What follows belongs to an exercise in optimizing a design on an open flow for small area, a short achievable clock period and few clock cycles; a production flow would make more cautious choices.
RTL that was checked went through simulation tests only; none was proved equivalent to the original.
The clock port is modelled as an ideal driver; clocking choices that lean on that would not hold on a real chip.
Power and IR drop assume default switching activity.

==> flow/design.v (excerpt) <==
module cc1_codec (
    input  wire        clk,
    input  wire        rst,           
    input  wire        cmd_valid,
    input  wire [31:0] cmd,
    output wire        ready,
    input  wire [7:0]  buf_we,
    input  wire [63:0] buf_wdata,
    input  wire [8:0]  arg_we,
    input  wire [71:0] arg_wdata,
    output wire [63:0] buf_q,
    output wire [71:0] arg_q,
    output wire [71:0] out_q,
    output wire [7:0]  res,
    output wire [7:0]  status
);
    localparam [7:0] TYPE_A = 8'h21, TYPE_P = 8'h3F, TYPE_R = 8'h2A;
    reg [7:0] buf_r [0:7];            
    reg [7:0] arg_r [0:8];
    reg [7:0] out0, out1, out2;       
    reg [5:0] out3;                   
    reg       out4, out5, out6;       
    reg [7:0] res_r;
    reg       ill_r;
    reg [7:0] a_hc1, a_hc2;
    reg [7:0] p_hc1, p_hc2;
    reg [6:0] p_rp1;                  
    reg [1:0] p_lc;
    reg [3:0] p_lt;
    reg [1:0] p_lf;
    reg [7:0] r_hc1, r_hc2;
    reg [5:0] r_rh1;                  
    reg [7:0] r_tp1, r_tr1;           
    reg [5:0] r_al;
    reg       r_s, r_w, r_sy;
    assign ready = 1'b1;
    genvar gi;
    generate
        for (gi = 0; gi < 8; gi = gi + 1) begin : g_bufq
            assign buf_q[8*gi +: 8] = buf_r[gi];
        end
        for (gi = 0; gi < 9; gi = gi + 1) begin : g_argq
            assign arg_q[8*gi +: 8] = arg_r[gi];
        end
    endgenerate
    assign out_q  = {8'd0, 8'd0, 7'd0, out6, 7'd0, out5, 7'd0, out4,
                     2'd0, out3, out2, out1, out0};
    assign res    = res_r;
    assign status = {7'd0, ill_r};
    wire       c_ill, c_crc, c_enc, c_enc_ck, c_decl8, c_getf_p, c_getf_r;
    wire [2:0] c_make, c_dec, c_valid, c_gethc, c_var;
    cc1_cmd_dec u_dec (
        .cmd_valid(cmd_valid), .cmd(cmd),
        .ill(c_ill), .crc(c_crc), .make(c_make), .enc(c_enc), .enc_ck(c_enc_ck),
        .dec(c_dec), .decl8(c_decl8), .valid(c_valid), .gethc(c_gethc),
        .getf_p(c_getf_p), .getf_r(c_getf_r), .var1h(c_var)
    );
    wire c_make_any  = |c_make;
    wire c_dec_any   = |c_dec;
    wire c_valid_any = |c_valid;
  ...
Size in the first run: roughly 2,100 cells after synthesis, about 280 flip-flops, about 0.019 mm2 of cells after synthesis.
==> flow/config.mk <==
export PLATFORM = sky130hd
export DESIGN_NAME = cc1_codec
export DESIGN_NICKNAME = cc1_codec
export VERILOG_FILES = /design/flow/design.v
export SDC_FILE = /design/flow/constraint.sdc
export NUM_CORES = 4
export LEC_CHECK = 0
export CAP_MARGIN = 20
export CORE_MARGIN = 2
export CORE_UTILIZATION = 40
export PLACE_DENSITY = 0.6
export SLEW_MARGIN = 20
export SYNTH_HIERARCHICAL = 1
export SYNTH_MINIMUM_KEEP_SIZE = 0
==> flow/constraint.sdc <==
create_clock -name core_clock -period 10.0 [get_ports {clk}]
set_input_delay 2.0000 -clock core_clock [delete_from_list [all_inputs] [get_ports {clk}]]
set_output_delay 2.0000 -clock core_clock [all_outputs]
set_load 0.01 [all_outputs]
standard.sh (not shown) runs the stock make flow with config.mk's settings and CLKGATE_MAP_FILE= SYNTH_SCRIPT=/design/flow/synth_recipe.tcl, a recipe that flattens the netlist after the stock synthesis.
==> flow/flow/run.sh <==
#!/bin/bash
# ORFS layout via the standard.sh, in stages:
#  - port buffers from sky130_fd_sc_hd__buf_1 instead of the default cell;
#  - the three-input XOR/XNOR cells added to the platform's DONT_USE_CELLS,
#    so the CRC networks map to faster two-input XORs;
#  - synthesis, floorplan and placement with the default setup margin;
#  - CTS and global routing with timing repair aiming for the setup margin in
#    flow/margin.txt, followed by a power (area) recovery pass after CTS
#    (flow/post_cts.tcl).
# Each make invocation logs to its own file here; ORFS keeps per-step logs
# under orfs/logs.
set -euo pipefail
export BUFFER_PORTS_ARGS="-buffer_cell sky130_fd_sc_hd__buf_1"
base=$(make -s -C "$FLOW_HOME" DESIGN_CONFIG="$PWD/config.mk" WORK_HOME="$PWD/orfs" print-DONT_USE_CELLS 2> make_print.log | sed -n 's/^DONT_USE_CELLS: //p')
du="DONT_USE_CELLS=$base sky130_fd_sc_hd__xor3_1 sky130_fd_sc_hd__xor3_2 sky130_fd_sc_hd__xor3_4 sky130_fd_sc_hd__xnor3_1 sky130_fd_sc_hd__xnor3_2 sky130_fd_sc_hd__xnor3_4"
echo "$du" > dont_use.txt
bash standard.sh synth "$du" > make_synth.log 2>&1
bash standard.sh floorplan "$du" > make_floorplan.log 2>&1
bash standard.sh place "$du" > make_place.log 2>&1
export SETUP_SLACK_MARGIN=$(cat flow/margin.txt)
export POST_CTS_TCL=$PWD/flow/post_cts.tcl
bash standard.sh finish "$du" > make_finish.log 2>&1
==> flow/flow/margin.txt <==
6.5
==> flow/flow/post_cts.tcl <==
# Area recovery after CTS timing repair: downsize cells off the critical
# paths while keeping the setup margin that the repair aimed for.
estimate_parasitics -placement
repair_timing -recover_power 100 -setup_margin $::env(SETUP_SLACK_MARGIN) -verbose
detailed_placement
check_placement -verbose
report_design_area
==> next run, changes <==
--- a/flow/design.v
+++ b/flow/design.v
@@ -85,59 +85,31 @@
     assign enc_p[2] = c_var[0] ? a_hc2  : c_var[1] ? p_hc2  : r_hc2;
     assign enc_p[3] = c_var[0] ? 8'h01  : c_var[1] ? pe3    : re3;
     assign enc_p[4] = c_var[0] ? 8'h01  : c_var[1] ? pe4    : re4;
     assign enc_p[5] = c_var[2] ? re5 : 8'h01;
     assign enc_p[6] = c_var[2] ? re6 : 8'h01;
     wire [7:0] crcv_a, crcv_p, crcv_r;
     cc1_enc_crc u_ecrc (
         .a_hc1(a_hc1), .a_hc2(a_hc2), .p_hc1(p_hc1), .p_hc2(p_hc2), .pe3(pe3), .pe4(pe4),
         .r_hc1(r_hc1), .r_hc2(r_hc2), .re3(re3), .re4(re4), .re5(re5), .re6(re6),
         .crcv_a(crcv_a), .crcv_p(crcv_p), .crcv_r(crcv_r)
     );
     wire [7:0] enc_crc = c_var[0] ? crcv_a : c_var[1] ? crcv_p : crcv_r;
-    reg  [7:0] crc_r;
-    reg        frok_a, frok_p, frok_r;
-    wire [7:0] m_byte [0:7];
-    generate
-        for (gi = 0; gi < 8; gi = gi + 1) begin : g_merge
-            assign m_byte[gi] = buf_we[gi] ? buf_wdata[8*gi +: 8] : buf_r[gi];
-        end
-    endgenerate
-    wire [7:0] m_crc;
-    wire       m_fr_a, m_fr_p, m_fr_r;
+    wire [7:0] buf_crc;
+    wire       fr_a, fr_p, fr_r;
     cc1_frame_chk u_chk (
-        .b0(m_byte[0]), .b1(m_byte[1]), .b2(m_byte[2]), .b3(m_byte[3]),
-        .b4(m_byte[4]), .b5(m_byte[5]), .b6(m_byte[6]), .b7(m_byte[7]),
-        .crcv(m_crc), .fr_a(m_fr_a), .fr_p(m_fr_p), .fr_r(m_fr_r)
+        .b0(buf_r[0]), .b1(buf_r[1]), .b2(buf_r[2]), .b3(buf_r[3]),
+        .b4(buf_r[4]), .b5(buf_r[5]), .b6(buf_r[6]), .b7(buf_r[7]),
+        .crcv(buf_crc), .fr_a(fr_a), .fr_p(fr_p), .fr_r(fr_r)
     );
-    wire       eq_a = (buf_r[7] == crcv_a);
-    wire       eq_p = (buf_r[7] == crcv_p);
-    wire       eq_r = (buf_r[7] == crcv_r);
-    always @(posedge clk) begin
-        if (!rst) begin
-            if (buf_we != 8'd0) begin
-                crc_r  <= m_crc;
-                frok_a <= m_fr_a;
-                frok_p <= m_fr_p;
-                frok_r <= m_fr_r;
-            end else if (c_enc) begin
-                crc_r  <= enc_crc;
-                frok_a <= c_var[0] && (c_enc_ck || eq_a);
-                frok_p <= c_var[1] && (c_enc_ck || eq_p);
-                frok_r <= c_var[2] && (c_enc_ck || eq_r);
-            end
-        end
-    end
-    wire [7:0] buf_crc = crc_r;
-    wire       fr_a = frok_a, fr_p = frok_p, fr_r = frok_r;
     wire buf0_nz = (buf_r[0] != 8'h00);
     wire dec_pass = c_decl8 && ((c_dec[0] && fr_a) || (c_dec[1] && fr_p) || (c_dec[2] && fr_r));
     wire ok_a = c_dec[0] && c_decl8 && fr_a && !rst;
     wire ok_p = c_dec[1] && c_decl8 && fr_p && !rst;
     wire ok_r = c_dec[2] && c_decl8 && fr_r && !rst;
     wire [15:0] a_hc_o = (rst || c_dec[0]) ? 16'hFFFF : c_make[0] ? {arg_r[1], arg_r[0]} : {a_hc2, a_hc1};
     wire [15:0] p_hc_o = (rst || c_dec[1]) ? 16'hFFFF : c_make[1] ? {arg_r[1], arg_r[0]} : {p_hc2, p_hc1};
     wire [15:0] r_hc_o = (rst || c_dec[2]) ? 16'hFFFF : c_make[2] ? {arg_r[1], arg_r[0]} : {r_hc2, r_hc1};
     wire [15:0] a_hc_d, p_hc_d, r_hc_d;
     cc1_mux #(16) u_ahc (.sel(ok_a), .a({buf_r[2], buf_r[1]}), .b(a_hc_o), .y(a_hc_d));
     cc1_mux #(16) u_phc (.sel(ok_p), .a({buf_r[2], buf_r[1]}), .b(p_hc_o), .y(p_hc_d));
     cc1_mux #(16) u_rhc (.sel(ok_r), .a({buf_r[2], buf_r[1]}), .b(r_hc_o), .y(r_hc_d));
After rerunning: The new run finished clean; sequential power drops by about 6%; first-iteration DRC count drops by 20%; worst setup slack gets better by 0.50 ns; core utilization drops by 1.3 points; cell count drops by 7.4%; final area drops by 9.5%; area after synthesis drops by 7.0%; die area drops by 6.9%; global-route usage drops by 3.9 points; maximum frequency climbs by 13%; wire length drops by 16%; worst hold slack hardly moves.
No run of this note included a check of the RTL's function; only the layout flow was run.

========
maple:
cc1_codec, a different RTL version from the one above (not shown whole).
For scale: about 1,900 cells after synthesis, about 270 flip-flops, about 17,000 um^2 of cells after synthesis.
clock: 10.0 ns
lec_check: 0
cap_margin: 20
core_margin: 2
core_utilization: 40
place_density: 0.6
slew_margin: 20
==> flow/flow/run.sh <==
#!/bin/bash
# ORFS layout via the standard.sh, in stages:
#  - port buffers from sky130_fd_sc_hd__buf_1 instead of the default cell;
#  - synthesis, floorplan and placement with the default setup margin;
#  - CTS and global routing with timing repair aiming for the setup margin in
#    flow/margin.txt, followed by a power (area) recovery pass after CTS
#    (flow/post_cts.tcl).
# Each make invocation logs to its own file here; ORFS keeps per-step logs
# under orfs/logs.
set -euo pipefail
export BUFFER_PORTS_ARGS="-buffer_cell sky130_fd_sc_hd__buf_1"
bash standard.sh synth > make_synth.log 2>&1
bash standard.sh floorplan > make_floorplan.log 2>&1
bash standard.sh place > make_place.log 2>&1
export SETUP_SLACK_MARGIN=$(cat flow/margin.txt)
export POST_CTS_TCL=$PWD/flow/post_cts.tcl
bash standard.sh > make_finish.log 2>&1
Scripts as last shown in full above: flow/flow/margin.txt, flow/flow/post_cts.tcl
Testbench counts of maple, summed over its fixed seeds: cycles 27,999.
For oak, these inputs were changed with respect to maple:
--- a/flow/design.v
+++ b/flow/design.v
@@ -61,30 +61,32 @@
     wire is_enc   = rsv_ok && (cls == 4'h2) && var_ok;
     wire is_dec   = rsv_ok && (cls == 4'h3) && var_ok;
     wire is_valid = rsv_ok && (cls == 4'h4) && var_ok;
     wire is_gethc = rsv_ok && (cls == 4'h5) && var_ok;
     wire is_getf  = rsv_ok && (cls == 4'h6) && (op[3:2] == 2'd0) && (v != 2'd0) && (v != 2'd3);
     wire is_legal = is_crc | is_make | is_enc | is_dec | is_valid | is_gethc | is_getf;
     wire len7_ok = !nb && (len >= 8'd7);
     wire len8_ok = !nb && (len >= 8'd8);
     wire vA = (v == 2'd0);
     wire vP = (v == 2'd1);
     wire vR = v[1];
-    wire [6:0] mk_rp1 = (arg_r[2] > 8'd100) ? 7'd101 : arg_r[2][6:0] + 7'd1;
+    wire [6:0] inc2   = arg_r[2][6:0] + 7'd1;        
+    wire       a5_zero = (arg_r[5] == 8'd0);
+    wire [6:0] mk_rp1 = (arg_r[2] > 8'd100) ? 7'd101 : inc2;
     wire [1:0] mk_lc  = arg_r[3][1:0];
     wire [3:0] mk_lt  = (arg_r[4] < 8'd1) ? 4'd1 : (arg_r[4] > 8'd15) ? 4'd15 : arg_r[4][3:0];
-    wire [1:0] mk_lf  = (arg_r[5] < 8'd1) ? 2'd1 : (arg_r[5] > 8'd3)  ? 2'd3  : arg_r[5][1:0];
-    wire [5:0] mk_rh1 = (arg_r[2] > 8'd50)  ? 6'd51  : arg_r[2][5:0] + 6'd1;
+    wire [1:0] mk_lf  = a5_zero ? 2'd1 : (arg_r[5] > 8'd3)  ? 2'd3  : arg_r[5][1:0];
+    wire [5:0] mk_rh1 = (arg_r[2] > 8'd50)  ? 6'd51  : inc2[5:0];
     wire [7:0] mk_tp1 = (arg_r[3] > 8'd199) ? 8'd200 : arg_r[3] + 8'd1;
     wire [7:0] mk_tr1 = (arg_r[4] > 8'd199) ? 8'd200 : arg_r[4] + 8'd1;
-    wire [5:0] mk_al  = (arg_r[5] < 8'd1) ? 6'd1 : (arg_r[5] > 8'd62) ? 6'd62 : arg_r[5][5:0];
+    wire [5:0] mk_al  = a5_zero ? 6'd1 : (arg_r[5] > 8'd62) ? 6'd62 : arg_r[5][5:0];
     wire       mk_s   = (arg_r[6] != 8'd0);
     wire       mk_w   = (arg_r[7] != 8'd0);
     wire       mk_sy  = (arg_r[8] != 8'd0);
     wire       mk_valid = (arg_r[0] != 8'hFF) && (arg_r[1] != 8'hFF);
     wire [7:0] pe3 = {1'b0, p_rp1};
     wire [7:0] pe4 = {p_lf, p_lt, p_lc};
     wire [7:0] re3 = {r_w, r_s, r_rh1};
     wire [7:0] re4 = r_tp1;
     wire [7:0] re5 = r_tr1;
     wire [7:0] re6 = {r_sy, r_al, 1'b0};
     reg [7:0] enc_p [0:6];
@@ -512,22 +514,23 @@
         else if (is_enc)
             res_n = !enc_ok ? 8'h00 : ck ? 8'h08 : 8'h07;
         else if (is_dec)
             res_n = dec_ok ? 8'h08 : 8'h00;
         else if (is_valid)
             res_n = {7'd0, sel_valid};
         else if (is_gethc)
             res_n = 8'h02;
         else if (is_getf)
             res_n = vP ? 8'h04 : 8'h07;
     end
+    wire [6:0] rpv1 = vP ? p_rp1 : {1'b0, r_rh1};
     integer i;
     always @(posedge clk) begin
         if (rst) begin
             res_r <= 8'h00;
             ill_r <= 1'b0;
             for (i = 0; i < 9; i = i + 1)
                 arg_r[i] <= 8'h00;
             out0 <= 8'h00; out1 <= 8'h00; out2 <= 8'h00; out3 <= 6'd0;
             out4 <= 1'b0;  out5 <= 1'b0;  out6 <= 1'b0;
             a_hc1 <= 8'hFF; a_hc2 <= 8'hFF;
             p_hc1 <= 8'hFF; p_hc2 <= 8'hFF;
@@ -557,29 +560,28 @@
                 r_tr1 <= make_go ? mk_tr1 : buf_r[5];
                 r_al  <= make_go ? mk_al  : dr_al;
                 r_s   <= make_go ? mk_s   : buf_r[3][6];
                 r_w   <= make_go ? mk_w   : buf_r[3][7];
                 r_sy  <= make_go ? mk_sy  : buf_r[6][7];
             end
             if (go && is_gethc) begin
                 out0 <= sel_hc1;
                 out1 <= sel_hc2;
             end
             if (go && is_getf) begin
+                out0 <= {1'b0, rpv1 - 7'd1};
                 if (vP) begin
-                    out0 <= {1'b0, p_rp1 - 7'd1};
                     out1 <= {6'd0, p_lc};
                     out2 <= {4'd0, p_lt};
                     out3 <= {4'd0, p_lf};
                 end else begin
-                    out0 <= {2'd0, r_rh1 - 6'd1};
                     out1 <= r_tp1 - 8'd1;
                     out2 <= r_tr1 - 8'd1;
                     out3 <= r_al;
                     out4 <= r_s;
                     out5 <= r_w;
                     out6 <= r_sy;
                 end
             end
         end
     end
     always @(posedge clk) begin
- Comparing reported leakage power for maple and oak, the bigger number came from maple.
- In the reports for maple and oak, the larger met1 capacity usage during global routing belongs to maple.
- The filler cell count in the final layout of oak is lower than that of maple.
- Taking maple as the reference, in oak detail-routed via count per cell barely changed; global-route wire length before repair dropped 3.1%.
For oak, only the layout was checked, not whether the RTL still works.

static timing again, ports no longer ideal:
The results above use ideal ports. As a check the final layouts listed here were re-extracted and re-timed, cells and wires unchanged. Step 1 (the two cells are an assumption about what drives the block):
set clk [get_ports {clk}]
set_driving_cell -lib_cell sky130_fd_sc_hd__clkbuf_16 $clk
set_driving_cell -lib_cell sky130_fd_sc_hd__buf_2 [delete_from_list [all_inputs] $clk]
Step 2 moves the port delays by t, midway between the first and last clock arrival at a register: inputs arrive t later, outputs are due t later. That takes back most of the time a late clock gives input paths. Three values: ideal ports, drivers, drivers and shift; two values: the first two.
run	shift t [ns]	setup WS [ns]	worst setup path after step 2
the first run of note 1	0.633	5.747 / 5.631 / 4.999	input to register
the second run of note 1	0.597	6.251 / 6.251 / 5.706	input to register
maple	0.603	6.018 / 6.049 / 5.446	input to register
oak	0.591	5.256 / 5.263 / 4.672	input to register
After both steps every run listed still meets setup and hold. For the first run of note 1, which loses most, drivers alone change the setup slack by -0.116 ns; drivers and shift together by -0.748 ns.
